Context: an optimization exercise on an open-source flow, tuned for small area and a short achievable clock period. The choices shown serve that exercise and are no tape-out recipe. No activity file was given, so power comes from the tool's default toggle rates.

== lane 1 ==
==> flow/design.v <==
module lc2k_pipe (
    input  wire        clk,
    input  wire        rst,             
    output wire [15:0] imem_addr,
    input  wire [31:0] imem_rdata,
    output wire [15:0] dmem_addr,
    output wire [31:0] dmem_wdata,
    output wire        dmem_we,
    input  wire [31:0] dmem_rdata,
    input  wire [2:0]  dbg_sel,
    output wire [31:0] dbg_reg,
    output wire        halted,
    output wire        faulted,
    output wire [1:0]  fault_cause,
    output wire [31:0] fault_value,
    output wire [31:0] fault_instr,
    output wire [31:0] pc,
    output wire [31:0] cnt_cycles,
    output wire [31:0] cnt_fetched,
    output wire [31:0] cnt_retired,
    output wire [31:0] cnt_branches
);
    localparam [2:0] OP_ADD  = 3'd0,
                     OP_NAND = 3'd1,
                     OP_LW   = 3'd2,
                     OP_SW   = 3'd3,
                     OP_BEQ  = 3'd4,
                     OP_HALT = 3'd6,
                     OP_NOOP = 3'd7;
    function automatic [7:0] dec8(input [2:0] s);
        dec8 = 8'd1 << s;
    endfunction
    function automatic [31:0] rd8(input [255:0] r, input [7:0] oh);
        integer k;
        begin
            rd8 = 32'd0;
            for (k = 0; k < 8; k = k + 1)
                rd8 = rd8 | (r[k*32 +: 32] & {32{oh[k]}});
        end
    endfunction
    function automatic [31:0] pinc(input [31:0] q, input c);
        reg [31:0] p;
        integer l, i;
        begin
            p = q;
            for (l = 0; l < 5; l = l + 1)
                for (i = 0; i < 32; i = i + 1)
                    if (((i >> l) & 1) == 1)
                        p[i] = p[i] & p[((i >> l) << l) - 1];
            pinc = q ^ ({p[30:0], 1'b1} & {32{c}});
        end
    endfunction
    reg [17:0]  pc_r;
    reg [255:0] rf;
    reg [2:0]  ifid_op;
    reg [23:0] ifid_f;
    reg [2:0]  idex_op;
    reg [23:0] idex_f;
    reg [31:0] idex_rega, idex_regb;
    reg [2:0]  exmem_op;
    reg [23:0] exmem_f;
    reg [15:0] exmem_alu;               
    reg        exmem_cy;                
    reg [15:0] exmem_regbh;             
    reg [31:0] exmem_readreg;
    reg        exmem_doob;              
    reg [2:0]  memwb_op;
    reg [21:0] memwb_f;
    reg [31:0] memwb_data;
    reg        memwb_bad;               
    reg [31:0] cycles_r, retired_r, branches_r;
    reg [31:0] fetched_r;
    reg        halted_r, faulted_r;
    reg [1:0]  fcause_r;
    wire        if_valid = (imem_rdata[31:25] == 7'd0);
    wire [2:0]  if_raw   = imem_rdata[24:22];
    wire [2:0]  if_op    = (if_valid && if_raw != 3'd5) ? if_raw : OP_NOOP;
    wire [17:0] if_target = pc_r + 18'd1 + {{2{imem_rdata[15]}}, imem_rdata[15:0]};
    wire [17:0] if_x     = (if_op == OP_BEQ) ? if_target : {2'b00, imem_rdata[15:0]};
    wire        fetch_oob = (pc_r[17:16] != 2'd0);
    wire [31:0] pc_inc    = pinc({14'd0, pc_r}, 1'b1);
    wire [17:0] pc_next   = pc_inc[17:0];
    wire [2:0]  id_a = ifid_f[23:21];
    wire [2:0]  id_b = ifid_f[20:18];
    wire [31:0] dec_rega = rd8(rf, dec8(id_a));
    wire [31:0] dec_regb = rd8(rf, dec8(id_b));
    wire        ex_mem  = (idex_op == OP_LW) || (idex_op == OP_SW);
    wire        ex_nand = (idex_op == OP_NAND);
    wire        ex_beq  = (idex_op == OP_BEQ);
    wire [31:0] ex_opb  = ex_mem ? {{16{idex_f[15]}}, idex_f[15:0]} : idex_rega;
    wire [16:0] ex_lo   = {1'b0, idex_regb[15:0]} + {1'b0, ex_opb[15:0]};
    wire        ex_cy   = ex_lo[16];
    wire [15:0] ex_nandv = ~(idex_rega[15:0] & idex_regb[15:0]);
    wire        ex_eq   = (idex_rega == idex_regb);
    wire [15:0] ex_alu;
    assign ex_alu[15:1] = ex_nand ? ex_nandv[15:1] : ex_lo[15:1];
    assign ex_alu[0]    = ex_nand ? ex_nandv[0] : ex_beq ? ex_eq : ex_lo[0];
    wire        hi_zero = (idex_regb[31:16] == 16'h0000);
    wire        hi_ones = (idex_regb[31:16] == 16'hffff);
    wire        hi_one  = (idex_regb[31:16] == 16'h0001);
    wire        ex_hi_ok = idex_f[15] ? (ex_cy ? hi_zero : hi_one)
                                      : (ex_cy ? hi_ones : hi_zero);
    wire        ex_doob = ex_mem && !ex_hi_ok;
    wire mem_lsw = (exmem_op == OP_LW) || (exmem_op == OP_SW);
    wire [15:0] mem_opbh = mem_lsw ? {16{exmem_f[15]}} : exmem_readreg[31:16];
    wire [15:0] mem_sumh = exmem_regbh + mem_opbh + {15'd0, exmem_cy};
    wire [15:0] mem_alh  = (exmem_op == OP_NAND) ? ~(exmem_readreg[31:16] & exmem_regbh)
                                                 : mem_sumh;
    wire [31:0] mem_alu  = {mem_alh, exmem_alu};
    wire mem_lw  = (exmem_op == OP_LW);
    wire mem_sw  = (exmem_op == OP_SW);
    wire br_taken = (exmem_op == OP_BEQ) && exmem_alu[0];
    wire mem_bad = ((exmem_op == OP_ADD) || (exmem_op == OP_NAND)) &&
                   (exmem_f[15:3] != 13'd0);
    wire [31:0] mem_data = (mem_lw && !exmem_doob) ? dmem_rdata : mem_alu;
    wire wb_alu  = (memwb_op == OP_ADD) || (memwb_op == OP_NAND);
    wire wb_lw   = (memwb_op == OP_LW);
    wire wb_halt = (memwb_op == OP_HALT);
    wire wb_retire = (memwb_op[2] == 1'b0) || (memwb_op == OP_BEQ);
    wire [2:0] wb_dest = wb_lw ? memwb_f[21:19] : memwb_f[2:0];
    wire wb_we   = wb_alu || wb_lw;
    wire running   = !halted_r && !faulted_r;
    wire halt_now  = running && wb_halt;
    wire any_fault = memwb_bad || exmem_doob || fetch_oob;
    wire commit    = running && !wb_halt && !any_fault;
    wire fault_now = running && !wb_halt && any_fault;
    wire memwb_en  = running && !wb_halt && !memwb_bad;
    wire halt_in_pipe = (ifid_op == OP_HALT) || (idex_op == OP_HALT) ||
                        (exmem_op == OP_HALT);
    wire [31:0] cycles_next = rst ? 32'd0 : pinc(cycles_r, commit);
    wire [31:0] wbus = rst ? 32'd0 : memwb_data;
    genvar g;
    generate
        for (g = 0; g < 8; g = g + 1) begin : gen_rf
            wire en = rst || (commit && wb_we && wb_dest == g);
            always @(posedge clk)
                if (en) rf[g*32 +: 32] <= wbus;
        end
    endgenerate
    always @(posedge clk) begin
        ifid_op    <= rst ? OP_NOOP : if_op;
        ifid_f     <= {imem_rdata[21:16], if_x};
        idex_op    <= rst ? OP_NOOP : ifid_op;
        idex_f     <= ifid_f;
        idex_rega  <= dec_rega;
        idex_regb  <= dec_regb;
        exmem_op   <= rst ? OP_NOOP : idex_op;
        exmem_f    <= idex_f;
        exmem_alu  <= ex_alu;
        exmem_cy   <= ex_cy;
        exmem_regbh <= idex_regb[31:16];
        exmem_readreg <= idex_rega;
        exmem_doob <= !rst && ex_doob;
        if (rst) begin
            memwb_op  <= OP_NOOP;
            memwb_bad <= 1'b0;
        end else if (memwb_en) begin
            memwb_op   <= exmem_op;
            memwb_f    <= {exmem_f[23:18], exmem_f[15:0]};
            memwb_data <= mem_data;
            memwb_bad  <= mem_bad;
        end
        if (rst || commit) begin
            pc_r <= rst ? 18'd0 : br_taken ? exmem_f[17:0] : pc_next;
        end
        cycles_r   <= cycles_next;
        if (rst || (commit && !halt_in_pipe))
            fetched_r <= cycles_next;
        retired_r  <= rst ? 32'd0 : pinc(retired_r, (commit && wb_retire) || halt_now);
        branches_r <= rst ? 32'd0 : pinc(branches_r, commit && br_taken);
        halted_r   <= !rst && (halted_r || halt_now);
        faulted_r  <= !rst && (faulted_r || fault_now);
        if (fault_now)
            fcause_r <= memwb_bad ? 2'd3 : exmem_doob ? 2'd2 : 2'd1;
    end
    assign imem_addr    = pc_r[15:0];
    assign dmem_addr    = exmem_alu[15:0];
    assign dmem_wdata   = exmem_readreg;
    assign dmem_we      = commit && mem_sw;
    assign dbg_reg      = rd8(rf, dec8(dbg_sel));
    assign halted       = halted_r;
    assign faulted      = faulted_r;
    assign fault_cause  = fcause_r;
    assign fault_value  = fcause_r[0] ? (fcause_r[1] ? {16'd0, memwb_f[15:0]}
                                                     : {{14{pc_r[17]}}, pc_r})
                                      : memwb_data;
    assign fault_instr  = (fcause_r == 2'd1) ? 32'd0 : {7'd0, memwb_op, memwb_f};
    assign pc           = {{14{pc_r[17]}}, pc_r};
    assign cnt_cycles   = cycles_r;
    assign cnt_fetched  = fetched_r;
    assign cnt_retired  = retired_r;
    assign cnt_branches = branches_r;
endmodule
export LEC_CHECK = 0
export CAP_MARGIN = 20
export CORE_MARGIN = 2
export CORE_UTILIZATION = 45
export PLACE_DENSITY = 0.6
export SETUP_SLACK_MARGIN = 1.8
export SLEW_MARGIN = 20
create_clock -name core_clock -period 4.5 [get_ports {clk}]
standard.sh (not shown) runs the stock make flow with config.mk's settings and CLKGATE_MAP_FILE= SYNTH_SCRIPT=/design/flow/synth_recipe.tcl, a recipe that flattens the netlist after the stock synthesis.
==> flow/flow/run.sh <==
#!/bin/bash
# Layout flow: the standard ORFS flow, with every port buffered by the
# smallest buffer (sky130_fd_sc_hd__buf_1) instead of ORFS's default choice.
# The resizer may still upsize these buffers where timing needs it.
set -euo pipefail
export BUFFER_PORTS_ARGS="-buffer_cell sky130_fd_sc_hd__buf_1"
bash standard.sh finish > standard_flow.log 2>&1
Here is what was changed in the inputs of lane 2 compared with lane 1.
--- a/flow/design.v
+++ b/flow/design.v
@@ -84,29 +84,31 @@
     wire [2:0]  id_b = ifid_f[20:18];
     wire [31:0] dec_rega = rd8(rf, dec8(id_a));
     wire [31:0] dec_regb = rd8(rf, dec8(id_b));
     wire        ex_mem  = (idex_op == OP_LW) || (idex_op == OP_SW);
     wire        ex_nand = (idex_op == OP_NAND);
     wire        ex_beq  = (idex_op == OP_BEQ);
-    wire [31:0] ex_opb  = ex_mem ? {{16{idex_f[15]}}, idex_f[15:0]} : idex_rega;
-    wire [16:0] ex_lo   = {1'b0, idex_regb[15:0]} + {1'b0, ex_opb[15:0]};
+    wire [16:0] ex_lo_m = {1'b0, idex_regb[15:0]} + {1'b0, idex_f[15:0]};
+    wire [16:0] ex_lo_a = {1'b0, idex_regb[15:0]} + {1'b0, idex_rega[15:0]};
+    wire [16:0] ex_lo   = ex_mem ? ex_lo_m : ex_lo_a;
     wire        ex_cy   = ex_lo[16];
     wire [15:0] ex_nandv = ~(idex_rega[15:0] & idex_regb[15:0]);
     wire        ex_eq   = (idex_rega == idex_regb);
     wire [15:0] ex_alu;
     assign ex_alu[15:1] = ex_nand ? ex_nandv[15:1] : ex_lo[15:1];
     assign ex_alu[0]    = ex_nand ? ex_nandv[0] : ex_beq ? ex_eq : ex_lo[0];
     wire        hi_zero = (idex_regb[31:16] == 16'h0000);
     wire        hi_ones = (idex_regb[31:16] == 16'hffff);
     wire        hi_one  = (idex_regb[31:16] == 16'h0001);
-    wire        ex_hi_ok = idex_f[15] ? (ex_cy ? hi_zero : hi_one)
-                                      : (ex_cy ? hi_ones : hi_zero);
+    wire        ex_hi_ok = idex_f[15] ? (ex_lo_m[16] ? hi_zero : hi_one)
+                                      : (ex_lo_m[16] ? hi_ones : hi_zero);
     wire        ex_doob = ex_mem && !ex_hi_ok;
     wire mem_lsw = (exmem_op == OP_LW) || (exmem_op == OP_SW);
-    wire [15:0] mem_opbh = mem_lsw ? {16{exmem_f[15]}} : exmem_readreg[31:16];
-    wire [15:0] mem_sumh = exmem_regbh + mem_opbh + {15'd0, exmem_cy};
+    wire [15:0] mem_sumh_m = exmem_regbh + {16{exmem_f[15]}} + {15'd0, exmem_cy};
+    wire [15:0] mem_sumh_a = exmem_regbh + exmem_readreg[31:16] + {15'd0, exmem_cy};
+    wire [15:0] mem_sumh = mem_lsw ? mem_sumh_m : mem_sumh_a;
     wire [15:0] mem_alh  = (exmem_op == OP_NAND) ? ~(exmem_readreg[31:16] & exmem_regbh)
                                                  : mem_sumh;
     wire [31:0] mem_alu  = {mem_alh, exmem_alu};
     wire mem_lw  = (exmem_op == OP_LW);
     wire mem_sw  = (exmem_op == OP_SW);
     wire br_taken = (exmem_op == OP_BEQ) && exmem_alu[0];
Results
Worst clock skew on the final layout, lane 2 and lane 1: smaller value in lane 2
[compare] base=lane 1 new=lane 2: detailed placement HPWL went up about 6%, overall global routing resource usage now sits higher, global-route wire length before repair picked up an extra 6.2%, antenna cell count rose by 1.
Going from lane 1 to lane 2, areal power density over the cells fell 16%; total detailed-routing wirelength rose about 9%; total area of multi-input combinational cells rose 1000 sq um; source-to-sink clock delay at the later pin of the worst-skew pair about even; hold slack rose 0.012 ns.
Comparing lane 2 and lane 1, the higher area after synthesis was measured on lane 2.
On part of the total power dissipated in sequential elements, the higher figure sits with lane 2, not lane 1.
Lane 2: worst setup slack lower than lane 1
No functional check of the RTL was part of any run of this note.

afterwards: timing with drivers on the ports:
No port has a modelled driver above. Below, the same layouts with a new extraction and two added sets of constraints.
Step 1 (the two cells are an assumption about what drives the block):
set clk [get_ports {clk}]
set_driving_cell -lib_cell sky130_fd_sc_hd__clkbuf_16 $clk
set_driving_cell -lib_cell sky130_fd_sc_hd__buf_2 [delete_from_list [all_inputs] $clk]
Step 2, shift: input delay + t, output delay - t, t = (earliest + latest rising clock arrival at the registers) / 2. This alone moves slack from input paths to output paths.
a / b / c = ideal / step 1 / step 2; a / b = the first two.
run	t (ns)	slack for setup (ns)	hold slack, ns	worst setup path after step 2
lane 1	0.671	1.332 / 1.332 / 0.949	0.311 / 0.311 / 0.311	input to register
lane 2	0.681	1.298 / 1.248 / 1.160	0.323 / 0.323 / 0.323	input to register
After both steps setup and hold are still met in every run listed. For lane 1, which loses most, drivers alone change the setup slack by 0.000 ns; drivers and shift together by -0.383 ns.
